This is an optimization exercise on Yosys and OpenROAD, whose aim is small area, a short achievable clock period and few clock cycles per item, not a production implementation. Only simulation tests tie the RTL to the original design; equivalence was not proved. Power figures rest on the tool's default switching activity, not on a simulated workload.

==> flow/design.v (outline; a module is shown in full before it is edited, if it fits) <==
// module mete_fmul: 87 lines
// module mete_mul24: 1058 lines
// module mete_fadd: 100 lines
// module mete_padd: 20 lines
// module mete_pgt: 19 lines
// module mete_pinc: 16 lines
// module mete: 266 lines
module mete (
    input  wire        clk,
    input  wire        rst,
    input  wire        bus_sel,
    input  wire        bus_we,
    input  wire [7:2]  bus_addr,
    input  wire [31:0] bus_wdata,
    output wire [31:0] bus_rdata,
    output wire        bus_ack,
    output wire        irq
);
  // ...
==> flow/run.sh <==
#!/bin/bash
# synth_recipe.tcl (not shown) runs the flow's synth.tcl, then flattens the netlist and writes it again
# the make line also repeats each setting of config.mk as NAME=value (left out here)
make -C /OpenROAD-flow-scripts/flow DESIGN_CONFIG=/design/flow/config.mk WORK_HOME=/design/flow/orfs CLKGATE_MAP_FILE= SYNTH_SCRIPT=/design/flow/synth_recipe.tcl finish
==> flow/config.mk <==
export PLATFORM = sky130hd
export DESIGN_NAME = mete
export DESIGN_NICKNAME = mete
export VERILOG_FILES = /design/flow/design.v
export SDC_FILE = /design/flow/constraint.sdc
export NUM_CORES = 4
export LEC_CHECK = 0
export CAP_MARGIN = 20
export CORE_MARGIN = 2
export CORE_UTILIZATION = 45
export SLEW_MARGIN = 20
==> flow/constraint.sdc <==
create_clock -name core_clock -period 27.0 [get_ports {clk}]
set_input_delay 5.4000 -clock core_clock [delete_from_list [all_inputs] [get_ports {clk}]]
set_output_delay 5.4000 -clock core_clock [all_outputs]
set_load 0.01 [all_outputs]
==> results.cfg, run 1 <==
[logic_synthesis]
mappedNetlistArea_sq_um = 64500
synth_compound_area_share_pct = 23.4
synthMostInstantiatedCell = sky130_fd_sc_hd__nand2_1
synth_area_per_cell_sq_um = 8.24
synth_enable_flop_cells = 181

[sta]
rsz0062_at_grt = false
finalCritPeriodShare_pct = 46.3

[routing]
routed_via_density = 6.51
wl_met1_microns = 104000
detailroute.wirelength.met2_microns = 126000

[die]
num_io_pins = 76
design.core.area_sq_um = 142000
row_count = 138

[setup_path]
timing.setup.critical_path_class = reg2reg
timing.critical_path.from = first$_SDFFE_PP0P_
endpoint = u_add.r_sum[27]$_SDFF_PP0_
cp.buffers_inverters = 5
worst_path_arrival_ps = 13140

[clock_network]
post-cts-setup-buffers = 0
tritoncts = done
clock_sinks = 760

[finish]
top_area_cell_class = multi-input combinational cells
most_frequent_cells_in_the_layout = sky130_fd_sc_hd__nand2_1 (826), sky130_fd_sc_hd__nor2_1 (623), sky130_fd_sc_hd__dfxtp_1 (571)
final_net_count = 8249
layout.clock.cell_area_share_pct = 4.43

[power]
combPwrFrac_pct = 5.0

[global_route]
met3_usage_pct = 7.32
groute.layer.met2.usage_pct = 59.2

[run_status]
result_of_the_run = finished clean
Testbench counts, summed over its fixed seeds: cycles 191,228, pixels 2,048.
==> module mete_fadd, before the edit <==
module mete_fadd (
    input  wire        clk,
    input  wire [31:0] a,
    input  wire [31:0] b,
    output reg  [31:0] y
);
    wire        a_em = &a[30:23];
    wire        b_em = &b[30:23];
    wire        a_fz = (a[22:0] == 23'd0);
    wire        b_fz = (b[22:0] == 23'd0);
    wire        a_ez = (a[30:23] == 8'd0);
    wire        b_ez = (b[30:23] == 8'd0);
    wire        a_nan = a_em & ~a_fz;
    wire        b_nan = b_em & ~b_fz;
    wire        a_inf = a_em & a_fz;
    wire        b_inf = b_em & b_fz;
    wire [7:0]  xa = {a[30:24], a[23] | a_ez};
    wire [7:0]  xb = {b[30:24], b[23] | b_ez};
    wire [8:0]  dab, dba;
    mete_padd #(.N(9)) u_dab (.a({1'b0, xa}), .b(~{1'b0, xb}), .ci(1'b1), .s(dab));
    mete_padd #(.N(9)) u_dba (.a({1'b0, xb}), .b(~{1'b0, xa}), .ci(1'b1), .s(dba));
    wire        swap = dab[8];                  
    wire        eqe  = (xa == xb);
    wire [7:0]  ex   = swap ? xb : xa;
    wire [7:0]  d    = swap ? dba[7:0] : dab[7:0];
    wire [23:0] ma   = {~a_ez, a[22:0]};
    wire [23:0] mb   = {~b_ez, b[22:0]};
    wire [23:0] mx   = swap ? mb : ma;
    wire [23:0] mw   = swap ? ma : mb;
    wire        sub  = a[31] ^ b[31];
    reg [5:0] tza, tzb;
    integer i;
    always @* begin
        tza = 6'd63; tzb = 6'd63;
        for (i = 23; i >= 0; i = i - 1) begin
            if (ma[i]) tza = i[5:0] + 6'd3;
            if (mb[i]) tzb = i[5:0] + 6'd3;
        end
    end
    wire [5:0]  tzw = swap ? tza : tzb;
    wire        big  = (d[7:5] != 3'd0) | (d[4:0] > 5'd26);
    wire [4:0]  dd   = big ? 5'd27 : d[4:0];
    wire [26:0] mwsh = {mw, 3'b000} >> dd;
    wire        lost = ({1'b0, dd} > tzw);
    wire [26:0] mwa  = {mwsh[26:1], mwsh[0] | lost};
    wire [28:0] s1;
    mete_padd #(.N(29)) u_sum (.a({2'b0, mx, 3'b000}), .b({2'b0, mwa} ^ {29{sub}}), .ci(sub), .s(s1));
    wire [24:0] s2;
    mete_padd #(.N(25)) u_rev (.a({1'b0, mb}), .b(~{1'b0, ma}), .ci(1'b1), .s(s2));
    wire        bgt;
    mete_pgt #(.N(24)) u_cmp (.a(mb), .b(ma), .gt(bgt));
    wire        neg  = sub & eqe & bgt;
    wire [27:0] sum  = neg ? {1'b0, s2[23:0], 3'b000} : s1[27:0];
    wire        sx   = swap ? b[31] : (neg ? b[31] : a[31]);
    reg  [27:0] r_sum;
    reg  [7:0]  r_ex;
    reg         r_sx, r_nan, r_inf, r_infs, r_zs, r_e254;
    always @(posedge clk) begin
        r_sum  <= sum;
        r_ex   <= ex;
        r_sx   <= sx;
        r_nan  <= a_nan | b_nan | (a_inf & b_inf & sub);
        r_inf  <= a_inf | b_inf;
        r_infs <= a_inf ? a[31] : b[31];
        r_zs   <= a[31] & b[31];
        r_e254 <= (ex == 8'd254);
    end
    reg [4:0] lz;
    always @* begin
        lz = 5'd27;
        for (i = 0; i < 27; i = i + 1)
            if (r_sum[i]) lz = 5'd26 - i[4:0];
    end
    wire        lz_lt;
    mete_pgt #(.N(8)) u_lzc (.a(r_ex), .b({3'b0, lz}), .gt(lz_lt));
    wire [4:0]  exm1  = r_ex[4:0] - 5'd1;
    wire [4:0]  sh    = lz_lt ? lz : exm1;
    wire [26:0] ml    = r_sum[26:0] << sh;
    wire [7:0]  exl, exi;
    mete_padd #(.N(8)) u_exl (.a(r_ex), .b(~{3'b0, lz}), .ci(1'b1), .s(exl));
    mete_pinc #(.N(8)) u_exi (.a(r_ex), .ci(1'b1), .s(exi));
    wire [7:0]  e     = r_sum[27] ? exi : (lz_lt ? exl : 8'd1);
    wire [26:0] m     = r_sum[27] ? {r_sum[27:2], r_sum[1] | r_sum[0]} : ml;
    wire [30:0] pack     = {(m[26] ? e : 8'd0), m[25:3]};
    wire        round_up = m[2] & (m[1] | m[0] | m[3]);
    wire [30:0] rounded;
    mete_pinc #(.N(31)) u_inc (.a(pack), .ci(round_up), .s(rounded));
    always @(posedge clk) begin
        if (r_nan)
            y <= 32'h7FC00000;
        else if (r_inf)
            y <= {r_infs, 8'hFF, 23'd0};
        else if (r_sum == 28'd0)
            y <= {r_zs, 31'd0};
        else if (r_sum[27] & r_e254)
            y <= {r_sx, 8'hFF, 23'd0};
        else
            y <= {r_sx, rounded};
    end
endmodule
==> module mete_padd, before the edit <==
module mete_padd #(parameter N = 8) (
    input  wire [N-1:0] a,
    input  wire [N-1:0] b,
    input  wire         ci,
    output wire [N-1:0] s
);
    reg [N:0] g, p;
    integer lvl, k;
    always @* begin
        g = {a & b, ci};
        p = {a ^ b, 1'b0};
        for (lvl = 1; lvl <= N; lvl = lvl * 2)
            for (k = 0; k <= N; k = k + 1)
                if ((k / lvl) % 2 == 1) begin
                    g[k] = g[k] | (p[k] & g[(k / lvl) * lvl - 1]);
                    p[k] = p[k] & p[(k / lvl) * lvl - 1];
                end
    end
    assign s = (a ^ b) ^ g[N-1:0];
endmodule
==> module mete_pgt, before the edit <==
module mete_pgt #(parameter N = 8) (
    input  wire [N-1:0] a,
    input  wire [N-1:0] b,
    output wire         gt
);
    reg [N-1:0] g, p;
    integer lvl, k;
    always @* begin
        g = a & ~b;
        p = a | ~b;
        for (lvl = 1; lvl < N; lvl = lvl * 2)
            for (k = 0; k < N; k = k + 1)
                if ((k / lvl) % 2 == 1) begin
                    g[k] = g[k] | (p[k] & g[(k / lvl) * lvl - 1]);
                    p[k] = p[k] & p[(k / lvl) * lvl - 1];
                end
    end
    assign gt = g[N-1];
endmodule
==> module mete_pinc, before the edit <==
module mete_pinc #(parameter N = 8) (
    input  wire [N-1:0] a,
    input  wire         ci,
    output wire [N-1:0] s
);
    reg [N:0] p;
    integer lvl, k;
    always @* begin
        p = {a, ci};
        for (lvl = 1; lvl <= N; lvl = lvl * 2)
            for (k = 0; k <= N; k = k + 1)
                if ((k / lvl) % 2 == 1)
                    p[k] = p[k] & p[(k / lvl) * lvl - 1];
    end
    assign s = a ^ p[N-1:0];
endmodule
==> module mete, before the edit <==
module mete (
    input  wire        clk,
    input  wire        rst,
    input  wire        bus_sel,
    input  wire        bus_we,
    input  wire [7:2]  bus_addr,
    input  wire [31:0] bus_wdata,
    output wire [31:0] bus_rdata,
    output wire        bus_ack,
    output wire        irq
);
    localparam [31:0] ID_VALUE     = 32'h4D455445;
    localparam [31:0] PARAM_VALUE  = 32'h001001FF;
    localparam [31:0] THRESH_VALUE = 32'h40800000;
    localparam [5:0] A_ID = 6'd0, A_CTRL = 6'd1, A_CMD = 6'd2, A_STATUS = 6'd3,
                     A_PIX = 6'd4, A_CRE = 6'd5, A_CIM = 6'd6, A_RESULT = 6'd7,
                     A_RGB = 6'd8, A_ZRE = 6'd9, A_ZIM = 6'd10, A_MOD2 = 6'd11,
                     A_ITER = 6'd12, A_PARAM = 6'd13, A_THRESH = 6'd14;
    localparam [3:0] E_ILLEGAL = 4'd1, E_START_BUSY = 4'd2, E_BAD_CONFIG = 4'd3,
                     E_COORD = 4'd4, E_ABORTED = 4'd5, E_OPERAND_BUSY = 4'd6;
    reg        ie_done, ie_err;
    reg [4:0]  log2n;
    reg        busy, done, err;
    reg [3:0]  errcode;
    reg [31:0] pix_xy;
    reg [31:0] c_re, c_im;
    reg        valid, dvg;
    reg [31:0] z_re, z_im, mod2;     
    reg [7:0]  iter;                 
    reg        ack_q, we_q;
    reg [5:0]  a_q;
    reg [31:0] wd_q;
    reg [31:0] rd_q;
    reg        irq_q;
    reg        rst_q;                   
    reg        run, fin, first, xy, stall;
    reg [5:0]  ph;                   
    reg [31:0] zr, zi, bb;
    reg [7:0]  mexp;                 
    reg [15:0] half;
    reg [31:0] sr, si;
    reg [7:0]  s_idx;
    reg        sv, det;
    reg        dv_run;
    reg [2:0]  dv_k;
    reg [7:0]  dv_rem;
    reg [4:0]  dv_p;
    reg        relabel;
    reg [7:0]  cyc;
    assign bus_ack   = ack_q;
    assign bus_rdata = rd_q;
    assign irq       = irq_q & ~rst_q;
    reg  [31:0] mul_a, mul_b, add_a, add_b;
    reg         mul_dbl;
    wire [31:0] mo, ao;
    mete_fmul u_mul (.clk(clk), .a(mul_a), .b(mul_b), .dbl(mul_dbl), .y(mo));
    mete_fadd u_add (.clk(clk), .a(add_a), .b(add_b), .y(ao));
    wire [31:0] f_x  = {1'b0, mexp, 7'd0, pix_xy[15:0]};
    wire [31:0] f_y  = {1'b1, mexp, 7'd0, pix_xy[31:16]};
    wire [31:0] f_hp = {1'b0, mexp, 7'd0, half};
    wire [31:0] f_hn = {1'b1, mexp, 7'd0, half};
    wire sm_zr  = ph[1] | ph[3];
    wire sm_zi  = ph[1];
    wire sm_zr2 = ph[3];
    wire sm_ao  = ~(ph[1] | ph[3]);
    wire sa_mo  = ph[2] | ph[5] | (ph[3] & ~first);
    wire sa_ao  = ph[4] & ~first;
    wire sa_hp  = ph[3] & first & xy;
    wire sa_x   = ph[4] & first & xy;
    wire sb_nbb = ph[2];
    wire sb_bb  = ~(ph[2] | ph[3] | ph[4]);
    wire sb_ci  = ph[3] & ~(first & xy);
    wire sb_cr  = ph[4] & ~(first & xy);
    wire sb_y   = ph[3] & first & xy;
    wire sb_hn  = ph[4] & first & xy;
    always @* begin
        mul_dbl = ph[1];
        mul_a = ({32{sm_zr}} & zr) | ({32{sm_ao}} & ao);
        mul_b = ({32{sm_zi}} & zi) | ({32{sm_zr2}} & zr) | ({32{sm_ao}} & ao);
        add_a = ({32{sa_mo}} & mo) | ({32{sa_ao}} & ao) |
                ({32{sa_hp}} & f_hp) | ({32{sa_x}} & f_x);
        add_b = ({32{sb_nbb}} & {~bb[31], bb[30:0]}) | ({32{sb_bb}} & bb) |
                ({32{sb_ci}} & c_im) | ({32{sb_cr}} & c_re) |
                ({32{sb_y}} & f_y) | ({32{sb_hn}} & f_hn);
    end
    wire        m_gt4   = ~ao[31] & (ao[30:0] > 31'h40800000) & (ao[30:0] <= 31'h7F800000);
    wire        chk_now = run & ph[1] & ~first;
    wire        fin_now = chk_now & (m_gt4 | (iter == 8'd255));
    wire        floor_ok = ~det | (cyc == 8'd255);
    wire        capture = bus_sel & ~ack_q;
    wire        commit_w = (fin | fin_now) & floor_ok;           
    wire        commit   = commit_w & ~capture;
    wire [7:0]  n_idx   = iter + 8'd1;                          
    wire        z_eq    = (zr == sr) & (zi == si);
    wire        save_pt = (n_idx[3:0] == 4'd0) | (n_idx == 8'd1) | (n_idx == 8'd2) |
                          (n_idx == 8'd4) | (n_idx == 8'd8);
    reg         p_found, p_save;
    always @(posedge clk) begin
        p_found <= run & ph[1] & ~det & sv & z_eq;
        p_save  <= run & ph[1] & ~det & save_pt;
    end
    wire [11:0] dv_t    = {7'd0, dv_p} << dv_k;
    wire        dv_fit  = ({4'd0, dv_rem} >= dv_t);
    wire [7:0]  dv_nrem = dv_fit ? (dv_rem - dv_t[7:0]) : dv_rem;
    wire        wr        = ack_q & we_q;
    wire        busy_aft  = busy & ~commit_w;      
    wire        is_cmd    = wr & (a_q == A_CMD);
    wire        cmd_legal = (wd_q[31:4] == 28'd0) & (wd_q[3:0] < 4'd4);
    wire [3:0]  op        = wd_q[3:0];
    wire [15:0] px = pix_xy[15:0];
    wire [15:0] py = pix_xy[31:16];
    wire        l_ok  = (log2n >= 5'd1) & (log2n <= 5'd16);
    wire        xy_ok = ((px >> log2n) == 16'd0) & ((py >> log2n) == 16'd0);
    reg        rec_err;
    reg [3:0]  rec_code;
    reg        do_start, do_map, do_abort;
    always @* begin
        rec_err = 1'b0; rec_code = 4'd0;
        do_start = 1'b0; do_map = 1'b0; do_abort = 1'b0;
        if (is_cmd) begin
            if (!cmd_legal) begin
                rec_err = 1'b1; rec_code = E_ILLEGAL;
            end else if (op == 4'd1 || op == 4'd2) begin
                if (busy_aft) begin
                    rec_err = 1'b1; rec_code = E_START_BUSY;
                end else if (op == 4'd1 && !l_ok) begin
                    rec_err = 1'b1; rec_code = E_BAD_CONFIG;
                end else if (op == 4'd1 && !xy_ok) begin
                    rec_err = 1'b1; rec_code = E_COORD;
                end else begin
                    do_start = 1'b1;
                    do_map   = (op == 4'd1);
                end
            end else if (op == 4'd3 && busy_aft) begin
                do_abort = 1'b1;
                rec_err  = 1'b1; rec_code = E_ABORTED;
            end
        end
        if (wr && (a_q == A_CRE || a_q == A_CIM) && busy_aft) begin
            rec_err = 1'b1; rec_code = E_OPERAND_BUSY;
        end
    end
    reg        n_busy, n_done, n_err, n_ie_done, n_ie_err;
    reg [3:0]  n_errcode;
    always @* begin
        n_busy = busy; n_done = done; n_err = err; n_errcode = errcode;
        n_ie_done = ie_done; n_ie_err = ie_err;
        if (commit) begin n_busy = 1'b0; n_done = 1'b1; end
        if (wr && a_q == A_CTRL) begin n_ie_done = wd_q[0]; n_ie_err = wd_q[1]; end
        if (wr && a_q == A_STATUS) begin
            if (wd_q[1]) n_done = 1'b0;
            if (wd_q[2]) begin n_err = 1'b0; n_errcode = 4'd0; end
        end
        if (rec_err && !err) begin n_err = 1'b1; n_errcode = rec_code; end
        if (do_abort) n_busy = 1'b0;
        if (do_start) begin n_busy = 1'b1; n_done = 1'b0; end
    end
    wire [7:0] inten = dvg ? (8'd0 - iter) : 8'd0;
    reg [31:0] rdv;
    always @* begin
        case (bus_addr)
            A_ID:     rdv = ID_VALUE;
            A_CTRL:   rdv = {19'd0, log2n, 6'd0, ie_err, ie_done};
            A_STATUS: rdv = {24'd0, errcode, 1'b0, err, done, busy};
            A_PIX:    rdv = pix_xy;
            A_CRE:    rdv = c_re;
            A_CIM:    rdv = c_im;
            A_RESULT: rdv = {23'd0, valid, valid ? inten : 8'd0};
            A_RGB:    rdv = valid ? {8'd0, inten, inten, inten} : 32'd0;
            A_ZRE:    rdv = z_re;
            A_ZIM:    rdv = z_im;
            A_MOD2:   rdv = mod2;
            A_ITER:   rdv = {24'd0, iter};
            A_PARAM:  rdv = PARAM_VALUE;
            A_THRESH: rdv = THRESH_VALUE;
            default:  rdv = 32'd0;
        endcase
    end
    always @(posedge clk) begin
        rst_q <= rst;
        mexp <= 8'd152 - {3'd0, log2n};
        half <= 16'd1 << (log2n - 5'd1);
        we_q <= bus_we;
        a_q  <= bus_addr;
        wd_q <= bus_wdata;
        rd_q <= rdv;
    end
    always @(posedge clk) begin
        if (rst_q) begin
            ack_q <= 1'b0; irq_q <= 1'b0;
            ie_done <= 1'b0; ie_err <= 1'b0; log2n <= 5'd10;
            busy <= 1'b0; done <= 1'b0; err <= 1'b0; errcode <= 4'd0;
            pix_xy <= 32'd0; c_re <= 32'd0; c_im <= 32'd0;
            valid <= 1'b0; dvg <= 1'b0;
            z_re <= 32'd0; z_im <= 32'd0; mod2 <= 32'd0; iter <= 8'd0;
            run <= 1'b0; fin <= 1'b0; first <= 1'b0; xy <= 1'b0; stall <= 1'b0;
            ph <= 6'd0; sv <= 1'b0; det <= 1'b0; dv_run <= 1'b0; relabel <= 1'b0;
            cyc <= 8'd0;
        end else begin
            ack_q <= bus_sel & ~ack_q & ~stall;
            busy <= n_busy; done <= n_done; err <= n_err; errcode <= n_errcode;
            ie_done <= n_ie_done; ie_err <= n_ie_err;
            irq_q <= (n_done & n_ie_done) | (n_err & n_ie_err);
            if (cyc != 8'd255) cyc <= cyc + 8'd1;
            if (run) begin
                ph <= {ph[4:0], ph[5]};
                case (1'b1)
                    ph[5]: begin
                        zi <= ao; z_im <= zi;
                        if (first && xy) c_im <= ao;
                    end
                    ph[0]: begin zr <= ao; z_re <= zr; if (first && xy) c_re <= ao; stall <= 1'b0; end
                    ph[1]: begin
                        bb <= mo;
                        if (!first) mod2 <= ao;
                        first <= 1'b0;
                        if (fin_now) begin
                            run <= 1'b0; fin <= 1'b1;
                            dvg <= m_gt4;
                        end else
                            iter <= n_idx;
                    end
                    default: ;
                endcase
                if (p_found) begin
                    det <= 1'b1; dv_run <= 1'b1; dv_k <= 3'd7;
                    dv_rem <= ~iter; dv_p <= iter[4:0] - s_idx[4:0];
                end else if (p_save) begin
                    sr <= zr; si <= zi; s_idx <= iter; sv <= 1'b1;
                end
                if (dv_run) begin
                    dv_rem <= dv_nrem;
                    dv_k <= dv_k - 3'd1;
                    if (dv_k == 3'd0) begin dv_run <= 1'b0; relabel <= 1'b1; end
                end
                if (relabel && ph[5]) begin
                    relabel <= 1'b0;
                    iter <= (dv_rem != 8'd0) ? (8'd0 - dv_rem) : (8'd0 - {3'd0, dv_p});
                end
            end
            if (commit) begin
                fin <= 1'b0; valid <= 1'b1;
            end
            if (fin_now && commit) run <= 1'b0;
            if (wr) begin
                case (a_q)
                    A_CTRL: log2n <= wd_q[12:8];
                    A_PIX:  pix_xy <= wd_q;
                    A_CRE:  if (!busy_aft) c_re <= wd_q;
                    A_CIM:  if (!busy_aft) c_im <= wd_q;
                    default: ;
                endcase
            end
            if (do_abort) begin
                run <= 1'b0; fin <= 1'b0; dv_run <= 1'b0; relabel <= 1'b0;
            end
            if (do_start) begin
                run <= 1'b1; fin <= 1'b0; first <= 1'b1; xy <= do_map;
                ph <= 6'b001000; iter <= 8'd0; valid <= 1'b0; dvg <= 1'b0;
                sv <= 1'b0; det <= 1'b0; dv_run <= 1'b0; relabel <= 1'b0;
                cyc <= 8'd0;
                stall <= do_map;
            end
        end
    end
endmodule
==> inputs of run 2 (changes only) <==
--- a/flow/design.v
+++ b/flow/design.v
@@ -1145,6 +1145,8 @@
 endmodule
 module mete_fadd (
     input  wire        clk,
+    input  wire        rst,      
+    input  wire        en,       
     input  wire [31:0] a,
     input  wire [31:0] b,
     output reg  [31:0] y
@@ -1231,7 +1233,11 @@
     wire [30:0] rounded;
     mete_pinc #(.N(31)) u_inc (.a(pack), .ci(round_up), .s(rounded));
     always @(posedge clk) begin
-        if (r_nan)
+        if (rst)
+            y <= 32'd0;
+        else if (!en)
+            y <= y;
+        else if (r_nan)
             y <= 32'h7FC00000;
         else if (r_inf)
             y <= {r_infs, 8'hFF, 23'd0};
@@ -1249,54 +1255,22 @@
     input  wire         ci,
     output wire [N-1:0] s
 );
-    reg [N:0] g, p;
-    integer lvl, k;
-    always @* begin
-        g = {a & b, ci};
-        p = {a ^ b, 1'b0};
-        for (lvl = 1; lvl <= N; lvl = lvl * 2)
-            for (k = 0; k <= N; k = k + 1)
-                if ((k / lvl) % 2 == 1) begin
-                    g[k] = g[k] | (p[k] & g[(k / lvl) * lvl - 1]);
-                    p[k] = p[k] & p[(k / lvl) * lvl - 1];
-                end
-    end
-    assign s = (a ^ b) ^ g[N-1:0];
+    wire [N:0] t = {a, 1'b1} + {b, ci};
+    assign s = t[N:1];
 endmodule
 module mete_pgt #(parameter N = 8) (
     input  wire [N-1:0] a,
     input  wire [N-1:0] b,
     output wire         gt
 );
-    reg [N-1:0] g, p;
-    integer lvl, k;
-    always @* begin
-        g = a & ~b;
-        p = a | ~b;
-        for (lvl = 1; lvl < N; lvl = lvl * 2)
-            for (k = 0; k < N; k = k + 1)
-                if ((k / lvl) % 2 == 1) begin
-                    g[k] = g[k] | (p[k] & g[(k / lvl) * lvl - 1]);
-                    p[k] = p[k] & p[(k / lvl) * lvl - 1];
-                end
-    end
-    assign gt = g[N-1];
+    assign gt = (a > b);
 endmodule
 module mete_pinc #(parameter N = 8) (
     input  wire [N-1:0] a,
     input  wire         ci,
     output wire [N-1:0] s
 );
-    reg [N:0] p;
-    integer lvl, k;
-    always @* begin
-        p = {a, ci};
-        for (lvl = 1; lvl <= N; lvl = lvl * 2)
-            for (k = 0; k <= N; k = k + 1)
-                if ((k / lvl) % 2 == 1)
-                    p[k] = p[k] & p[(k / lvl) * lvl - 1];
-    end
-    assign s = a ^ p[N-1:0];
+    assign s = a + {{(N-1){1'b0}}, ci};
 endmodule
 module mete (
     input  wire        clk,
@@ -1325,15 +1299,17 @@
     reg [31:0] pix_xy;
     reg [31:0] c_re, c_im;
     reg        valid, dvg;
-    reg [31:0] z_re, z_im, mod2;     
+    reg [31:0] z_re, z_im;           
     reg [7:0]  iter;                 
     reg        ack_q, we_q;
     reg [5:0]  a_q;
-    reg [31:0] wd_q;
+    reg [3:0]  wd_q;                 
+    reg        wd_hz;                
     reg [31:0] rd_q;
     reg        irq_q;
     reg        rst_q;                   
     reg        run, fin, first, xy, stall;
+    reg        idle_q;               
     reg [5:0]  ph;                   
     reg [31:0] zr, zi, bb;
     reg [7:0]  mexp;                 
@@ -1354,25 +1330,40 @@
     reg         mul_dbl;
     wire [31:0] mo, ao;
     mete_fmul u_mul (.clk(clk), .a(mul_a), .b(mul_b), .dbl(mul_dbl), .y(mo));
-    mete_fadd u_add (.clk(clk), .a(add_a), .b(add_b), .y(ao));
+    mete_fadd u_add (.clk(clk), .rst(rst_q), .en(run & ~fin_now), .a(add_a), .b(add_b), .y(ao));
     wire [31:0] f_x  = {1'b0, mexp, 7'd0, pix_xy[15:0]};
     wire [31:0] f_y  = {1'b1, mexp, 7'd0, pix_xy[31:16]};
     wire [31:0] f_hp = {1'b0, mexp, 7'd0, half};
     wire [31:0] f_hn = {1'b1, mexp, 7'd0, half};
-    wire sm_zr  = ph[1] | ph[3];
-    wire sm_zi  = ph[1];
-    wire sm_zr2 = ph[3];
-    wire sm_ao  = ~(ph[1] | ph[3]);
-    wire sa_mo  = ph[2] | ph[5] | (ph[3] & ~first);
-    wire sa_ao  = ph[4] & ~first;
-    wire sa_hp  = ph[3] & first & xy;
-    wire sa_x   = ph[4] & first & xy;
-    wire sb_nbb = ph[2];
-    wire sb_bb  = ~(ph[2] | ph[3] | ph[4]);
-    wire sb_ci  = ph[3] & ~(first & xy);
-    wire sb_cr  = ph[4] & ~(first & xy);
-    wire sb_y   = ph[3] & first & xy;
-    wire sb_hn  = ph[4] & first & xy;
+    reg sm_zr, sm_zi, sm_zr2, sm_ao;
+    reg sa_mo, sa_ao, sa_hp, sa_x;
+    reg sb_nbb, sb_bb, sb_ci, sb_cr, sb_y, sb_hn;
+    reg [5:0] ph_n;
+    reg       first_n, xy_n;
+    always @* begin
+        ph_n    = run ? {ph[4:0], ph[5]} : ph;
+        first_n = first & ~(run & ph[1]);
+        xy_n    = xy;
+        if (do_start) begin ph_n = (do_map & idle_q) ? 6'b010000 : 6'b001000; first_n = 1'b1; xy_n = do_map; end
+    end
+    wire idle_n = ~(do_start | (run & ~fin_now & ~do_abort));
+    always @(posedge clk) begin
+        idle_q <= idle_n;
+        sm_zr  <= ph_n[1] | ph_n[3];
+        sm_zi  <= ph_n[1];
+        sm_zr2 <= ph_n[3];
+        sm_ao  <= ~(ph_n[1] | ph_n[3]);
+        sa_mo  <= ~idle_n & (ph_n[2] | ph_n[5] | (ph_n[3] & ~first_n));
+        sa_ao  <= ~idle_n & ph_n[4] & ~first_n;
+        sa_hp  <= idle_n | (ph_n[3] & first_n & xy_n);
+        sa_x   <= ~idle_n & ph_n[4] & first_n & xy_n;
+        sb_nbb <= ~idle_n & ph_n[2];
+        sb_bb  <= ~idle_n & ~(ph_n[2] | ph_n[3] | ph_n[4]);
+        sb_ci  <= ~idle_n & ph_n[3] & ~(first_n & xy_n);
+        sb_cr  <= ~idle_n & ph_n[4] & ~(first_n & xy_n);
+        sb_y   <= idle_n | (ph_n[3] & first_n & xy_n);
+        sb_hn  <= ~idle_n & ph_n[4] & first_n & xy_n;
+    end
     always @* begin
         mul_dbl = ph[1];
         mul_a = ({32{sm_zr}} & zr) | ({32{sm_ao}} & ao);
@@ -1405,7 +1396,7 @@
     wire        wr        = ack_q & we_q;
     wire        busy_aft  = busy & ~commit_w;      
     wire        is_cmd    = wr & (a_q == A_CMD);
-    wire        cmd_legal = (wd_q[31:4] == 28'd0) & (wd_q[3:0] < 4'd4);
+    wire        cmd_legal = wd_hz & (wd_q[3:0] < 4'd4);
     wire [3:0]  op        = wd_q[3:0];
     wire [15:0] px = pix_xy[15:0];
     wire [15:0] py = pix_xy[31:16];
@@ -1446,10 +1437,10 @@
         n_busy = busy; n_done = done; n_err = err; n_errcode = errcode;
         n_ie_done = ie_done; n_ie_err = ie_err;
         if (commit) begin n_busy = 1'b0; n_done = 1'b1; end
-        if (wr && a_q == A_CTRL) begin n_ie_done = wd_q[0]; n_ie_err = wd_q[1]; end
+        if (wr && a_q == A_CTRL) begin n_ie_done = bus_wdata[0]; n_ie_err = bus_wdata[1]; end
         if (wr && a_q == A_STATUS) begin
-            if (wd_q[1]) n_done = 1'b0;
-            if (wd_q[2]) begin n_err = 1'b0; n_errcode = 4'd0; end
+            if (bus_wdata[1]) n_done = 1'b0;
+            if (bus_wdata[2]) begin n_err = 1'b0; n_errcode = 4'd0; end
         end
         if (rec_err && !err) begin n_err = 1'b1; n_errcode = rec_code; end
         if (do_abort) n_busy = 1'b0;
@@ -1469,7 +1460,7 @@
             A_RGB:    rdv = valid ? {8'd0, inten, inten, inten} : 32'd0;
             A_ZRE:    rdv = z_re;
             A_ZIM:    rdv = z_im;
-            A_MOD2:   rdv = mod2;
+            A_MOD2:   rdv = ao;
             A_ITER:   rdv = {24'd0, iter};
             A_PARAM:  rdv = PARAM_VALUE;
             A_THRESH: rdv = THRESH_VALUE;
@@ -1482,7 +1473,8 @@
         half <= 16'd1 << (log2n - 5'd1);
         we_q <= bus_we;
         a_q  <= bus_addr;
-        wd_q <= bus_wdata;
+        wd_q <= bus_wdata[3:0];
+        wd_hz <= (bus_wdata[31:4] == 28'd0);
         rd_q <= rdv;
     end
     always @(posedge clk) begin
@@ -1492,12 +1484,12 @@
             busy <= 1'b0; done <= 1'b0; err <= 1'b0; errcode <= 4'd0;
             pix_xy <= 32'd0; c_re <= 32'd0; c_im <= 32'd0;
             valid <= 1'b0; dvg <= 1'b0;
-            z_re <= 32'd0; z_im <= 32'd0; mod2 <= 32'd0; iter <= 8'd0;
+            z_re <= 32'd0; z_im <= 32'd0; iter <= 8'd0;
             run <= 1'b0; fin <= 1'b0; first <= 1'b0; xy <= 1'b0; stall <= 1'b0;
             ph <= 6'd0; sv <= 1'b0; det <= 1'b0; dv_run <= 1'b0; relabel <= 1'b0;
             cyc <= 8'd0;
         end else begin
-            ack_q <= bus_sel & ~ack_q & ~stall;
+            ack_q <= bus_sel & ~ack_q & ~(stall & ((bus_addr == A_CRE) | (bus_addr == A_CIM)));
             busy <= n_busy; done <= n_done; err <= n_err; errcode <= n_errcode;
             ie_done <= n_ie_done; ie_err <= n_ie_err;
             irq_q <= (n_done & n_ie_done) | (n_err & n_ie_err);
@@ -1512,7 +1504,6 @@
                     ph[0]: begin zr <= ao; z_re <= zr; if (first && xy) c_re <= ao; stall <= 1'b0; end
                     ph[1]: begin
                         bb <= mo;
-                        if (!first) mod2 <= ao;
                         first <= 1'b0;
                         if (fin_now) begin
                             run <= 1'b0; fin <= 1'b1;
@@ -1544,10 +1535,10 @@
             if (fin_now && commit) run <= 1'b0;
             if (wr) begin
                 case (a_q)
-                    A_CTRL: log2n <= wd_q[12:8];
-                    A_PIX:  pix_xy <= wd_q;
-                    A_CRE:  if (!busy_aft) c_re <= wd_q;
-                    A_CIM:  if (!busy_aft) c_im <= wd_q;
+                    A_CTRL: log2n <= bus_wdata[12:8];
+                    A_PIX:  pix_xy <= bus_wdata;
+                    A_CRE:  if (!busy_aft) c_re <= bus_wdata;
+                    A_CIM:  if (!busy_aft) c_im <= bus_wdata;
                     default: ;
                 endcase
             end
@@ -1556,7 +1547,7 @@
             end
             if (do_start) begin
                 run <= 1'b1; fin <= 1'b0; first <= 1'b1; xy <= do_map;
-                ph <= 6'b001000; iter <= 8'd0; valid <= 1'b0; dvg <= 1'b0;
+                ph <= (do_map & idle_q) ? 6'b010000 : 6'b001000; iter <= 8'd0; valid <= 1'b0; dvg <= 1'b0;
                 sv <= 1'b0; det <= 1'b0; dv_run <= 1'b0; relabel <= 1'b0;
                 cyc <= 8'd0;
                 stall <= do_map;
==> flow/flow/run.sh (new file) <==
#!/bin/bash
# Own layout flow: the standard synthesis and layout (standard.sh), with
# repair_timing asked for a large setup margin so that the layout is timed
# well below the 27 ns clock. The clock, its period and the I/O constraints
# are the design's (constraint.sdc is not changed).
set -euo pipefail
bash standard.sh synth > synth.log 2>&1
bash standard.sh SETUP_SLACK_MARGIN=20 finish > layout.log 2>&1
==> flow/standard.sh (new file) <==
#!/bin/bash
# synth_recipe.tcl (not shown) runs the flow's synth.tcl, then flattens the netlist and writes it again
# the make line also repeats each setting of config.mk as NAME=value (left out here)
make -C /OpenROAD-flow-scripts/flow DESIGN_CONFIG=/design/flow/config.mk WORK_HOME=/design/flow/orfs CLKGATE_MAP_FILE= SYNTH_SCRIPT=/design/flow/synth_recipe.tcl "${@:-finish}"
removed: flow/run.sh
==> run 2 against run 1 <==
- still clean
- routed wire length grew 4.8%
- sequential share of layout area shrank 2.1 points
- final area is 3.7% higher
- hold slack worse by 5.7 ps
- global-route usage is 2.6 points higher
- first-iteration DRC count increased by 33%
- utilization is 3.5 points higher
- sequential cell count shrank 46
- via count is 2.2% higher
- clock power is 3% lower
==> results.cfg, run 2 <==
[logic_synthesis]
synthMostInstantiatedCell = sky130_fd_sc_hd__nand2_1
async_reset_ff_share_pct = 0
mappedNetlistArea_sq_um = 62400
post_synth_most_frequent_cells = sky130_fd_sc_hd__nand2_1 (749), sky130_fd_sc_hd__nor2_1 (588), sky130_fd_sc_hd__dfxtp_1 (533), sky130_fd_sc_hd__inv_1 (516), sky130_fd_sc_hd__a21oi_1 (485)
synth_largest_area_cell = sky130_fd_sc_hd__dfxtp_1
synth.yosys.warnings = 3
synth_cell_type_count = 110
synth_top_area_share_pct = 17.1
synth_top_cells_by_area = sky130_fd_sc_hd__dfxtp_1 (17%), sky130_fd_sc_hd__edfxtp_1 (8.7%), sky130_fd_sc_hd__fa_1 (8.2%), sky130_fd_sc_hd__ha_1 (5.2%), sky130_fd_sc_hd__xnor2_1 (5.0%)
main_flop_type_after_synthesis = sky130_fd_sc_hd__dfxtp_1
yosysSeqAreaShare_pct = 25.8
synth_area_per_cell_sq_um = 8.19
syn-instance-count = 7619
synth_enable_flop_cells = 181
synth_seq_cells = 714

[place]
place.detailed.instances = 9166
detailed_placer_s_ending_hpwl_microns = 211000
gp_congestion = 1.01
buffer_ports.inserted = 75

[setup_path]
timing.setup.critical_path_class = reg2reg
worst-endpoint-required_ps = 27620
critical_path.startpoint_type = flip-flop
highest_delay_cell_along_the_critical_path = sky130_fd_sc_hd__or3_4
worst_path_most_repeated_cell = sky130_fd_sc_hd__a21o_1
max_stage_delay_ps = 430
crit_path_end_kind = flip-flop
worst_path_arrival_ps = 8180
critPathMaxFanout = 8

[die]
row_count = 136
dieArea_sq_um = 142000
design.core.area_sq_um = 137000
num_io_pins = 76
die_width_microns = 376
floorplan.initialDensity_pct = 45.4
floorplan.die.height_microns = 376

[power]
p_clk_share_pct = 35.2
peakVddDrop_mv = 0.0577
seq_power_share_pct = 34.4
combPwrFrac_pct = 30.5
p_leak_uw = 0.0290
p_sw_uw = 1260
internal_power_uw = 2260
powerDensity_nw_per_um2 = 48.4
sw_frac_of_total_pct = 35.8
post-layout-total-power_uw = 3520

[routing]
dr.first_iter.drc_count = 9781
drt_pass1_iterations = 9
wl_microns = 292000
wire_per_inst_microns = 30.5
drt.antenna.violating_nets = 0
number_of_remaining_drc_errors = 0
routed-via-count = 63900
routed_via_density = 6.67

[clock_network]
htree_levels = 3
clock_sinks = 714
insertion_delay_ps = 720
cts-buffers-inserted = 86
cts_max_path_buffers = 3
cts-root-buf = sky130_fd_sc_hd__clkbuf_16
register_clock_pin_slew_on_the_reported_worst_setup_and_hold_paths_ps = 60
tritoncts = done
hold_buffer_count_at_cts = 0

[finish]
layout-area-overhead-vs-synth_pct = 16.7
drive_above_1_share_pct = 14.1
post_layout_nonfiller_instances = 9590
layout_commonest_cell = sky130_fd_sc_hd__nand2_1
reg_top3 = u_mul.r_s: 48 flops, u_mul.r_c: 47 flops
multiInputGateArea_sq_um = 44500
flip_flop_count_of_the_largest_register_after_layout = 48
final_net_count = 8269
layout.area.seq_sq_um = 16200
n_fill_cell = 13000
top_register = u_mul.r_s
most_frequent_cells_in_the_layout = sky130_fd_sc_hd__nand2_1 (734), sky130_fd_sc_hd__nor2_1 (548), sky130_fd_sc_hd__inv_1 (510)

[global_route]
grt_overflow_total = 0
grt_antenna_before_repair = 27
track_usage_pct = 39.5
first_global_vias = 58700
grt_start_max_net_pins = 75
grt_pass1_wl_microns = 415000

[min_path]
holdCritPathClass = reg2reg

[job]
maxCapViolations = 0

[sta]
timing_hold_violations_final = 0
slew_headroom_pct = 16.2
finalCritPeriodShare_pct = 28.0
final_max_slew_viol_count = 0
setup_violations = 0
clock_skew_ps = 49.8
holdWs_ps = 431
rsz0062_at_grt = true
highest_clock_frequency_the_design_can_meet_mhz = 132
min_period_ps = 7560
worst-slew-pin-transition_ps = 1260
finalSetupTns_ps = 0

[run_status]
result_of_the_run = finished clean
run 2: timing repair:
item / CTS / global route
gates cloned: 15 / 11
setup buffers: 128 / 94
endpoints found under the setup margin: 146 / 94
pin swaps: 115 / 114
gates resized for setup: 353 / 235
run 2: cells by family (layout without fill, tap and decap cells):
family / after synthesis / count (layout) / share of synthesized area (%)
compound gates: 2235 / 2237 / 24.6
xor+xnor: 561 / 561 / 7.89
fa+ha+maj: 517 / 517 / 13.5
buf+inv: 1067 / 1220 / 6.49
flops: 714 / 714 / 25.8
mux: 279 / 279 / 4.96
other cells: 1 / 18 / 0.00601
simple gates: 2245 / 2250 / 16.8
run 2: metal layers:
layer | track usage (%) | wire length (microns) | vias up
li1 | - | - | 27700
met4 | 16.0 | 14200 | 4
met1 | 56.4 | 123000 | 31300
met5 | 0 | 23 | -
met3 | 12.8 | 40200 | 716
met2 | 54.3 | 115000 | 4165
run 2: layout make-up:
cell class / instances / share of cell area (%)
timing repair buffer: 528 / 6.61
multi-input combinational: 5850 / 61.1
inverter: 529 / 2.80
antenna: 12 / 0.0412
timing repair inverter: 2 / 0.0309
clock inverter: 38 / 0.705
tap: 1794 / 3.08
clock buffer: 123 / 3.41
sequential: 714 / 22.2
run 2: path summary, 6_finish.rpt:
path                                             start                 endpoint  slack (ps)  cells past startpoint
worst max-delay path                     sa_hp$_DFF_P_  u_add.r_sum[25]$_DFF_P_       19440                     36
worst min-delay path            u_mul.y[31]$_SDFF_PP0_         bb[31]$_DFFE_PP_         430                      0
worst max register to register           sa_hp$_DFF_P_  u_add.r_sum[25]$_DFF_P_       19440                     36
worst min register to register  u_mul.y[31]$_SDFF_PP0_         bb[31]$_DFFE_PP_         430                      0
run 2: metrics by stage:
| stage | worst slack, ps | area [sq um] | util (%) |
|---|---|---|---|
| after floorplan | 19760 | 62500 | - |
| after global placement | 17510 | 65300 | 47.5 |
| after detailed placement | 17520 | 65300 | 47.5 |
| after CTS | 19530 | 70800 | 51.5 |
| after global routing | 19170 | 72800 | 52.9 |
| final | 19440 | 72800 | 53.0 |
run 2: worst max-delay path: cells and delay by family (launching register included):
family	cells	cell delay (ps)
simple gates	7	1760
fa+ha+maj	3	810
compound gates	19	3630
buf+inv	6	720
flops	1	360
xor+xnor	1	170
run 2: power by group through the flow:
stage | logic (uW) | clock network (uW) | registers, uW
2_1_floorplan | 536 | 0 | 1160
3_3_place_gp | 805 | 0 | 1220
3_5_place_dp | 794 | 0 | 1220
4_1_cts | 911 | 1240 | 1200
5_1_grt | 1120 | 1280 | 1200
6_report | 1070 | 1240 | 1210
Testbench counts of run 2, summed over its fixed seeds: cycles 187,222, pixels 2,048.
==> module mete_fmul, before the edit <==
module mete_fmul (
    input  wire        clk,
    input  wire [31:0] a,
    input  wire [31:0] b,
    input  wire        dbl,
    output reg  [31:0] y
);
    wire [7:0]  ea = a[30:23];
    wire [7:0]  eb = b[30:23];
    wire        a_ez = (ea == 8'd0);
    wire        b_ez = (eb == 8'd0);
    wire        a_fz = (a[22:0] == 23'd0);
    wire        b_fz = (b[22:0] == 23'd0);
    wire        a_em = &ea;
    wire        b_em = &eb;
    wire s_nan  = (a_em & ~a_fz) | (b_em & ~b_fz) | (a_em & b_ez & b_fz) | (b_em & a_ez & a_fz);
    wire s_inf  = a_em | b_em;
    wire s_zero = (a_ez & a_fz) | (b_ez & b_fz) | (a_ez & b_ez);
    wire [23:0] ma = {~a_ez, a[22:0]};
    wire [23:0] mb = {~b_ez, b[22:0]};
    wire [22:0] fs = a_ez ? a[22:0] : b[22:0];
    reg  [4:0]  lzs;
    integer i;
    always @* begin
        lzs = 5'd0;
        for (i = 0; i < 23; i = i + 1)
            if (fs[i]) lzs = 5'd23 - i[4:0];
    end
    wire [4:0]  lz0 = (a_ez | b_ez) ? lzs : 5'd0;
    wire [7:0]  xa = {ea[7:1], ea[0] | a_ez};
    wire [7:0]  xb = {eb[7:1], eb[0] | b_ez};
    wire signed [10:0] u  = 11'sd151 - $signed({3'b0, xa}) - $signed({3'b0, xb});
    wire signed [10:0] v  = 11'sd24 - $signed({6'b0, lz0});
    wire        lim = (u >= v);
    wire [5:0]  t   = lim ? ((u > 11'sd50) ? 6'd50 : u[5:0]) : v[5:0];
    wire signed [10:0] E0 = 11'sd25 - u - $signed({6'b0, lz0}) + $signed({10'd0, dbl});
    wire signed [10:0] E1 = E0 - 11'sd1;
    reg [4:0] tza, tzb;
    always @* begin
        tza = 5'd24; tzb = 5'd24;
        for (i = 23; i >= 0; i = i - 1) begin
            if (ma[i]) tza = i[4:0];
            if (mb[i]) tzb = i[4:0];
        end
    end
    wire [47:0] ps, pc;
    mete_mul24 u_mul (.a(ma), .b(mb), .s(ps), .c(pc));
    reg [47:0] r_s, r_c;
    reg [5:0]  r_t;
    reg        r_lim;
    reg [7:0]  r_e0, r_e1;
    reg        r_ov0, r_ov1;
    reg [4:0]  r_tza, r_tzb;
    reg        r_sign, r_nan, r_inf, r_zero, r_dbl;
    always @(posedge clk) begin
        r_s <= ps; r_c <= pc;
        r_t <= t; r_lim <= lim;
        r_e0 <= E0[7:0]; r_e1 <= E1[7:0];
        r_ov0 <= (E0 >= 11'sd255); r_ov1 <= (E1 >= 11'sd255);
        r_tza <= tza; r_tzb <= tzb;
        r_sign <= a[31] ^ b[31];
        r_nan <= s_nan; r_inf <= s_inf; r_zero <= s_zero; r_dbl <= dbl;
    end
    wire [6:0]  tz    = {2'b0, r_tza} + {2'b0, r_tzb};
    wire        r_st0 = (tz + 7'd1 < {1'b0, r_t});
    wire        r_st1 = (tz + 7'd2 < {1'b0, r_t});
    wire [47:0] p   = r_s + r_c;
    wire [49:0] pz  = {p, 2'b00};
    wire [25:0] w   = pz >> r_t;
    wire        sh1 = ~w[25] & ~r_lim;
    wire [23:0] m   = sh1 ? w[24:1] : w[25:2];
    wire        gg  = sh1 ? w[0] : w[1];
    wire        ss  = sh1 ? r_st1 : r_st0;
    wire [7:0]  ef  = sh1 ? r_e1 : r_e0;
    wire        ovf = m[23] & (sh1 ? r_ov1 : r_ov0);
    wire        rup = gg & (ss | m[0]);
    wire [30:0] base = m[23] ? {ef, m[22:0]} : (r_dbl ? {7'd0, m[22:0], 1'b0} : {8'd0, m[22:0]});
    wire [1:0]  inc  = (~m[23] & r_dbl) ? {rup, 1'b0} : {1'b0, rup};
    wire [30:0] rnd;
    mete_padd #(.N(31)) u_rnd (.a(base), .b({29'd0, inc}), .ci(1'b0), .s(rnd));
    always @(posedge clk) begin
        if (r_nan)                 y <= 32'h7FC00000;
        else if (r_inf | ovf)      y <= {r_sign, 8'hFF, 23'd0};
        else if (r_zero)           y <= {r_sign, 31'd0};
        else                       y <= {r_sign, rnd};
    end
endmodule
==> inputs of run 3 (changes only) <==
--- a/flow/design.v
+++ b/flow/design.v
@@ -76,8 +76,7 @@
     wire        rup = gg & (ss | m[0]);
     wire [30:0] base = m[23] ? {ef, m[22:0]} : (r_dbl ? {7'd0, m[22:0], 1'b0} : {8'd0, m[22:0]});
     wire [1:0]  inc  = (~m[23] & r_dbl) ? {rup, 1'b0} : {1'b0, rup};
-    wire [30:0] rnd;
-    mete_padd #(.N(31)) u_rnd (.a(base), .b({29'd0, inc}), .ci(1'b0), .s(rnd));
+    wire [30:0] rnd  = base + {29'd0, inc};
     always @(posedge clk) begin
         if (r_nan)                 y <= 32'h7FC00000;
         else if (r_inf | ovf)      y <= {r_sign, 8'hFF, 23'd0};
@@ -1161,27 +1160,28 @@
     wire        b_nan = b_em & ~b_fz;
     wire        a_inf = a_em & a_fz;
     wire        b_inf = b_em & b_fz;
-    wire [7:0]  xa = {a[30:24], a[23] | a_ez};
-    wire [7:0]  xb = {b[30:24], b[23] | b_ez};
-    wire [8:0]  dab, dba;
-    mete_padd #(.N(9)) u_dab (.a({1'b0, xa}), .b(~{1'b0, xb}), .ci(1'b1), .s(dab));
-    mete_padd #(.N(9)) u_dba (.a({1'b0, xb}), .b(~{1'b0, xa}), .ci(1'b1), .s(dba));
+    wire [8:0]  dab = {1'b0, a[30:23]} - {1'b0, b[30:23]};
+    wire [8:0]  dba = {1'b0, b[30:23]} - {1'b0, a[30:23]};
     wire        swap = dab[8];                  
-    wire        eqe  = (xa == xb);
-    wire [7:0]  ex   = swap ? xb : xa;
+    wire [7:0]  ex   = swap ? (b[30:23] | {7'd0, b_ez}) : (a[30:23] | {7'd0, a_ez});
     wire [7:0]  d    = swap ? dba[7:0] : dab[7:0];
+    wire        eqe  = (a[30:23] == b[30:23]) | (a_ez & (b[30:23] == 8'd1)) | (b_ez & (a[30:23] == 8'd1));
     wire [23:0] ma   = {~a_ez, a[22:0]};
     wire [23:0] mb   = {~b_ez, b[22:0]};
     wire [23:0] mx   = swap ? mb : ma;
-    wire [23:0] mw   = swap ? ma : mb;
+    wire        wsub = swap ? a_ez : b_ez;      
+    wire        xsub = swap ? b_ez : a_ez;
+    wire        wup  = wsub & ~xsub;
+    wire [23:0] mw   = swap ? (a_ez & ~b_ez ? {a[22:0], 1'b0} : ma)
+                            : (b_ez & ~a_ez ? {b[22:0], 1'b0} : mb);
     wire        sub  = a[31] ^ b[31];
     reg [5:0] tza, tzb;
     integer i;
     always @* begin
         tza = 6'd63; tzb = 6'd63;
         for (i = 23; i >= 0; i = i - 1) begin
-            if (ma[i]) tza = i[5:0] + 6'd3;
-            if (mb[i]) tzb = i[5:0] + 6'd3;
+            if (ma[i]) tza = i[5:0] + 6'd3 + {5'd0, a_ez};
+            if (mb[i]) tzb = i[5:0] + 6'd3 + {5'd0, b_ez};
         end
     end
     wire [5:0]  tzw = swap ? tza : tzb;
@@ -1190,14 +1190,12 @@
     wire [26:0] mwsh = {mw, 3'b000} >> dd;
     wire        lost = ({1'b0, dd} > tzw);
     wire [26:0] mwa  = {mwsh[26:1], mwsh[0] | lost};
-    wire [28:0] s1;
-    mete_padd #(.N(29)) u_sum (.a({2'b0, mx, 3'b000}), .b({2'b0, mwa} ^ {29{sub}}), .ci(sub), .s(s1));
-    wire [24:0] s2;
-    mete_padd #(.N(25)) u_rev (.a({1'b0, mb}), .b(~{1'b0, ma}), .ci(1'b1), .s(s2));
-    wire        bgt;
-    mete_pgt #(.N(24)) u_cmp (.a(mb), .b(ma), .gt(bgt));
+    wire [28:0] s1c  = {1'b0, mx, 3'b000, 1'b1} + {{1'b0, mwa} ^ {28{sub}}, sub};
+    wire [27:0] s1   = s1c[28:1];
+    wire [24:0] s2   = {1'b0, mb} - {1'b0, ma};
+    wire        bgt  = (mb > ma);
     wire        neg  = sub & eqe & bgt;
-    wire [27:0] sum  = neg ? {1'b0, s2[23:0], 3'b000} : s1[27:0];
+    wire [27:0] sum  = neg ? {1'b0, s2[23:0], 3'b000} : s1;
     wire        sx   = swap ? b[31] : (neg ? b[31] : a[31]);
     reg  [27:0] r_sum;
     reg  [7:0]  r_ex;
@@ -1218,20 +1216,17 @@
         for (i = 0; i < 27; i = i + 1)
             if (r_sum[i]) lz = 5'd26 - i[4:0];
     end
-    wire        lz_lt;
-    mete_pgt #(.N(8)) u_lzc (.a(r_ex), .b({3'b0, lz}), .gt(lz_lt));
+    wire        lz_lt = (r_ex > {3'b0, lz});
     wire [4:0]  exm1  = r_ex[4:0] - 5'd1;
     wire [4:0]  sh    = lz_lt ? lz : exm1;
     wire [26:0] ml    = r_sum[26:0] << sh;
-    wire [7:0]  exl, exi;
-    mete_padd #(.N(8)) u_exl (.a(r_ex), .b(~{3'b0, lz}), .ci(1'b1), .s(exl));
-    mete_pinc #(.N(8)) u_exi (.a(r_ex), .ci(1'b1), .s(exi));
+    wire [7:0]  exl = r_ex - {3'b0, lz};
+    wire [7:0]  exi = r_ex + 8'd1;
     wire [7:0]  e     = r_sum[27] ? exi : (lz_lt ? exl : 8'd1);
     wire [26:0] m     = r_sum[27] ? {r_sum[27:2], r_sum[1] | r_sum[0]} : ml;
     wire [30:0] pack     = {(m[26] ? e : 8'd0), m[25:3]};
     wire        round_up = m[2] & (m[1] | m[0] | m[3]);
-    wire [30:0] rounded;
-    mete_pinc #(.N(31)) u_inc (.a(pack), .ci(round_up), .s(rounded));
+    wire [30:0] rounded  = pack + {30'd0, round_up};
     always @(posedge clk) begin
         if (rst)
             y <= 32'd0;
@@ -1249,29 +1244,6 @@
             y <= {r_sx, rounded};
     end
 endmodule
-module mete_padd #(parameter N = 8) (
-    input  wire [N-1:0] a,
-    input  wire [N-1:0] b,
-    input  wire         ci,
-    output wire [N-1:0] s
-);
-    wire [N:0] t = {a, 1'b1} + {b, ci};
-    assign s = t[N:1];
-endmodule
-module mete_pgt #(parameter N = 8) (
-    input  wire [N-1:0] a,
-    input  wire [N-1:0] b,
-    output wire         gt
-);
-    assign gt = (a > b);
-endmodule
-module mete_pinc #(parameter N = 8) (
-    input  wire [N-1:0] a,
-    input  wire         ci,
-    output wire [N-1:0] s
-);
-    assign s = a + {{(N-1){1'b0}}, ci};
-endmodule
 module mete (
     input  wire        clk,
     input  wire        rst,
@@ -1302,6 +1274,7 @@
     reg [31:0] z_re, z_im;           
     reg [7:0]  iter;                 
     reg        ack_q, we_q;
+    reg        rp;                   
     reg [5:0]  a_q;
     reg [3:0]  wd_q;                 
     reg        wd_hz;                
@@ -1378,7 +1351,7 @@
     wire        chk_now = run & ph[1] & ~first;
     wire        fin_now = chk_now & (m_gt4 | (iter == 8'd255));
     wire        floor_ok = ~det | (cyc == 8'd255);
-    wire        capture = bus_sel & ~ack_q;
+    wire        capture = rp;
     wire        commit_w = (fin | fin_now) & floor_ok;           
     wire        commit   = commit_w & ~capture;
     wire [7:0]  n_idx   = iter + 8'd1;                          
@@ -1401,7 +1374,10 @@
     wire [15:0] px = pix_xy[15:0];
     wire [15:0] py = pix_xy[31:16];
     wire        l_ok  = (log2n >= 5'd1) & (log2n <= 5'd16);
-    wire        xy_ok = ((px >> log2n) == 16'd0) & ((py >> log2n) == 16'd0);
+    reg  [15:0] nmask;
+    integer mi;
+    always @* for (mi = 0; mi < 16; mi = mi + 1) nmask[mi] = (log2n > mi[4:0]);
+    wire        xy_ok = ((px & ~nmask) == 16'd0) & ((py & ~nmask) == 16'd0);
     reg        rec_err;
     reg [3:0]  rec_code;
     reg        do_start, do_map, do_abort;
@@ -1449,7 +1425,7 @@
     wire [7:0] inten = dvg ? (8'd0 - iter) : 8'd0;
     reg [31:0] rdv;
     always @* begin
-        case (bus_addr)
+        case (a_q)
             A_ID:     rdv = ID_VALUE;
             A_CTRL:   rdv = {19'd0, log2n, 6'd0, ie_err, ie_done};
             A_STATUS: rdv = {24'd0, errcode, 1'b0, err, done, busy};
@@ -1479,7 +1455,7 @@
     end
     always @(posedge clk) begin
         if (rst_q) begin
-            ack_q <= 1'b0; irq_q <= 1'b0;
+            ack_q <= 1'b0; rp <= 1'b0; irq_q <= 1'b0;
             ie_done <= 1'b0; ie_err <= 1'b0; log2n <= 5'd10;
             busy <= 1'b0; done <= 1'b0; err <= 1'b0; errcode <= 4'd0;
             pix_xy <= 32'd0; c_re <= 32'd0; c_im <= 32'd0;
@@ -1489,7 +1465,12 @@
             ph <= 6'd0; sv <= 1'b0; det <= 1'b0; dv_run <= 1'b0; relabel <= 1'b0;
             cyc <= 8'd0;
         end else begin
-            ack_q <= bus_sel & ~ack_q & ~(stall & ((bus_addr == A_CRE) | (bus_addr == A_CIM)));
+            begin : bus_fsm
+                reg cap;
+                cap = bus_sel & ~ack_q & ~rp & ~(stall & ((bus_addr == A_CRE) | (bus_addr == A_CIM)));
+                ack_q <= (cap & bus_we) | rp;
+                rp    <= cap & ~bus_we;
+            end
             busy <= n_busy; done <= n_done; err <= n_err; errcode <= n_errcode;
             ie_done <= n_ie_done; ie_err <= n_ie_err;
             irq_q <= (n_done & n_ie_done) | (n_err & n_ie_err);
--- a/flow/config.mk
+++ b/flow/config.mk
@@ -5,6 +5,7 @@
 export SDC_FILE = /design/flow/constraint.sdc
 export NUM_CORES = 4
 export LEC_CHECK = 0
+export ABC_AREA = 1
 export CAP_MARGIN = 20
 export CORE_MARGIN = 2
 export CORE_UTILIZATION = 45
==> run 3 against run 2 <==
- synthesized area fell by 0.23%
- synthesized cell count rose by 18%
- count of clock-buffer cells in the layout fell by 16
- routed wire length fell by 4.1%
- cell count rose by 13%
- critical path depth fell by 35
- sequential power fell by 3%
- register-to-register slack improved by 850 ps
- utilization fell by 2.7 points
==> results.cfg, run 3 <==
[run_status]
result_of_the_run = finished clean

[finish]
reg_top3 = u_mul.r_s: 48 flops, u_mul.r_c: 47 flops
final_net_count = 9538
top_register = u_mul.r_s
layout_commonest_cell = sky130_fd_sc_hd__nand2_1
most_frequent_cells_in_the_layout = sky130_fd_sc_hd__nand2_1 (1872), sky130_fd_sc_hd__inv_1 (1242), sky130_fd_sc_hd__nor2_1 (748)
final_area_sq_um = 69000
n_fill_cell = 14000
insertedDiodeCount = 0
drive_above_1_share_pct = 7.18
layout-area-overhead-vs-synth_pct = 10.9
flip_flop_count_of_the_largest_register_after_layout = 48

[logic_synthesis]
synth_area_per_cell_sq_um = 6.91
synth.yosys.warnings = 3
main_flop_type_after_synthesis = sky130_fd_sc_hd__dfxtp_1
synth_cell_type_count = 81
synth_largest_area_cell = sky130_fd_sc_hd__dfxtp_1
post_synth_most_frequent_cells = sky130_fd_sc_hd__nand2_1 (1885), sky130_fd_sc_hd__inv_1 (1254), sky130_fd_sc_hd__nor2_1 (772), sky130_fd_sc_hd__o21ai_0 (685), sky130_fd_sc_hd__nand3_1 (551)
synth_top_area_share_pct = 17.2
yosysSeqAreaShare_pct = 25.9
syn-instance-count = 9008
synthMostInstantiatedCell = sky130_fd_sc_hd__nand2_1
synth_top_cells_by_area = sky130_fd_sc_hd__dfxtp_1 (17%), sky130_fd_sc_hd__nand2_1 (11%), sky130_fd_sc_hd__edfxtp_1 (8.7%), sky130_fd_sc_hd__fa_1 (8.3%), sky130_fd_sc_hd__inv_1 (7.6%)
synth_seq_cells = 715
async_reset_ff_share_pct = 0
synth_enable_flop_cells = 181
mappedNetlistArea_sq_um = 62200

[global_route]
grt_antenna_before_repair = 7
first_global_vias = 61100
grt_overflow_total = 0
track_usage_pct = 38.6
grt_start_max_net_pins = 79
grt_pass1_wl_microns = 408000

[clock_network]
cts-buffers-inserted = 85
register_clock_pin_slew_on_the_reported_worst_setup_and_hold_paths_ps = 60
cts_max_path_buffers = 3
htree_levels = 3
hold_buffer_count_at_cts = 0
tritoncts = done
cts-root-buf = sky130_fd_sc_hd__clkbuf_16
clock_sinks = 715
insertion_delay_ps = 710

[routing]
wl_microns = 281000
wire_per_inst_microns = 25.9
drt.antenna.violating_nets = 0
routed_via_density = 5.98
drt_pass1_iterations = 6
number_of_remaining_drc_errors = 0
routed-via-count = 64800
dr.first_iter.drc_count = 8404

[setup_path]
critical_path.reg2reg.startpoint = sb_ci$_DFF_P_
crit_chain = clkdlybuf4s50_1
critPathMaxFanout = 1
highest_delay_cell_along_the_critical_path = sky130_fd_sc_hd__clkdlybuf4s50_1
max_stage_delay_ps = 570
crit_path_end_kind = output pin
cp.buffers_inverters = 1
timing.setup.critical_path_class = reg2out
worst_path_arrival_ps = 1570
critical_path.startpoint_type = flip-flop
timing.critical_path.from = rd_q[7]$_SDFF_PN0_
worst-endpoint-required_ps = 21600
crit_family = buffers and inverters

[power]
powerDensity_nw_per_um2 = 46.5
peakVddDrop_mv = 0.0438
p_leak_uw = 0.0316

[die]
dieArea_sq_um = 141000
die_width_microns = 376
floorplan.initialDensity_pct = 45.3
row_count = 136
design.core.area_sq_um = 137000
num_io_pins = 76
floorplan.die.height_microns = 376

[sta]
setup_violations = 0
min_period_ps = 6970
clock_skew_ps = 49.8
highest_clock_frequency_the_design_can_meet_mhz = 143
worst-slew-pin-transition_ps = 1250
timing_hold_violations_final = 0
finalSetupTns_ps = 0
finalCritPeriodShare_pct = 25.8
rsz0062_at_grt = true
final_max_slew_viol_count = 0
slew_headroom_pct = 16.4

[min_path]
worst_hold_startpoint = u_mul.y[17]$_SDFF_PP0_
holdCritPathClass = reg2reg

[place]
gp_congestion = 1.05
detailed_placer_s_ending_hpwl_microns = 216000
buffer_ports.inserted = 75
placed_cell_area_sq_um = 65000

[job]
maxCapViolations = 0
-- run 3: changes by cell type in the layout (fill, tap and decap cells not counted), sizes merged, moves of 225 or more --
cell,change
nand3,+371
nand2,+1159
xnor2,-303
buf,-225
a22oi,-389
o22ai,+285
inv,+755
o21ai,+440
-- run 3: area by class of cell --
class | count | area (sq um) | area share [%]
clock inverter | 50 | 549 | 0.796
tap | 1794 | 2240 | 3.25
clock buffer | 107 | 2360 | 3.43
inverter | 1319 | 5010 | 7.26
timing repair buffer | 289 | 2470 | 3.58
timing repair inverter | 4 | 27.5 | 0.0399
sequential | 715 | 16100 | 23.4
multi-input combinational | 6560 | 40200 | 58.3
-- run 3: repair_timing --
action,4_1_cts,5_1_grt
pin swaps,2,17
resized for setup,52,139
setup buffers,11,30
cloned,5,4
setup endpoints to repair,47,71
-- run 3: kinds of logic after synthesis --
logic type,count (synthesis),share of synthesized area (%)
and+or+nand+nor,3562,24.0
AOI/OAI and AO/OA,1982,18.9
buffers and inverters,1741,10.7
DFF,715,25.9
adders and majority gates,522,13.6
xor gates and xnor gates,467,6.57
muxes,18,0.312
other,1,0.00603
-- run 3: where the power goes --
group	switching [uW]	internal, uW	total (uW)
clock	524	696	1220
combinational	575	244	818
sequential	50.6	1120	1170
-- run 3: metrics by stage --
stage	instances	setup WS, ps	power, uW	hold slack (ps)	utilization (%)
6_report	10800	20030	3210	436	50.2
5_1_grt	10800	19940	3350	440	50.2
4_1_cts	10800	19980	3160	433	49.7
3_5_place_dp	10600	17980	1940	420	47.3
3_3_place_gp	10600	18090	1950	416	47.3
2_1_floorplan	9013	20690	1710	351	-
-- run 3: layer usage --
metal	vias to the layer above	routed length [microns]	global-route usage, %
met4	3	17500	20.7
met1	30700	116000	51.4
li1	29800	-	-
met5	-	90	0.515
met2	3547	119000	58.4
met3	735	27800	8.03
-- run 3: path summary, 6_finish.rpt --
check	to	slack [ps]	cells after the start
worst max-delay path	bus_rdata[7]	20030	1
worst min-delay path	bb[17]$_DFFE_PP_	440	0
worst min register to register	bb[17]$_DFFE_PP_	440	0
worst max register to register	u_add.r_sum[22]$_DFF_P_	20290	39
Testbench counts of run 3, summed over its fixed seeds: cycles 189,270, pixels 2,048.

[afterwards: timing with drivers on the ports]
How much do the figures lean on ideal ports? The routed layouts below were timed once more, with nothing changed but the port constraints. Step 1 (the two cells are an assumption about what drives the block):
set clk [get_ports {clk}]
set_driving_cell -lib_cell sky130_fd_sc_hd__clkbuf_16 $clk
set_driving_cell -lib_cell sky130_fd_sc_hd__buf_2 [delete_from_list [all_inputs] $clk]
Step 2 also shifts input and output timing later by t, the mid clock arrival at the registers, as if the neighbouring blocks saw the same clock. Three values: ideal, step 1, step 2; two values: the first two.
run | t, ns | setup WS [ns] | hold slack, ns | latest minus earliest clock arrival (ns) | worst data-port slew with drivers (ns)
run 1 | 0.757 | 14.494 / 14.494 / 14.494 | 0.437 / 0.437 / 0.437 | 0.077 / 0.076 | 0.06
run 2 | 0.773 | 19.440 / 19.440 / 19.170 | 0.431 / 0.431 / 0.431 | 0.050 / 0.050 | 0.11
run 3 | 0.755 | 20.028 / 19.953 / 20.078 | 0.436 / 0.436 / 0.436 | 0.053 / 0.054 | 0.06
After both steps setup and hold are still met in every run listed. For run 2, which loses most, drivers alone change the setup slack by 0.000 ns; drivers and shift together by -0.270 ns.
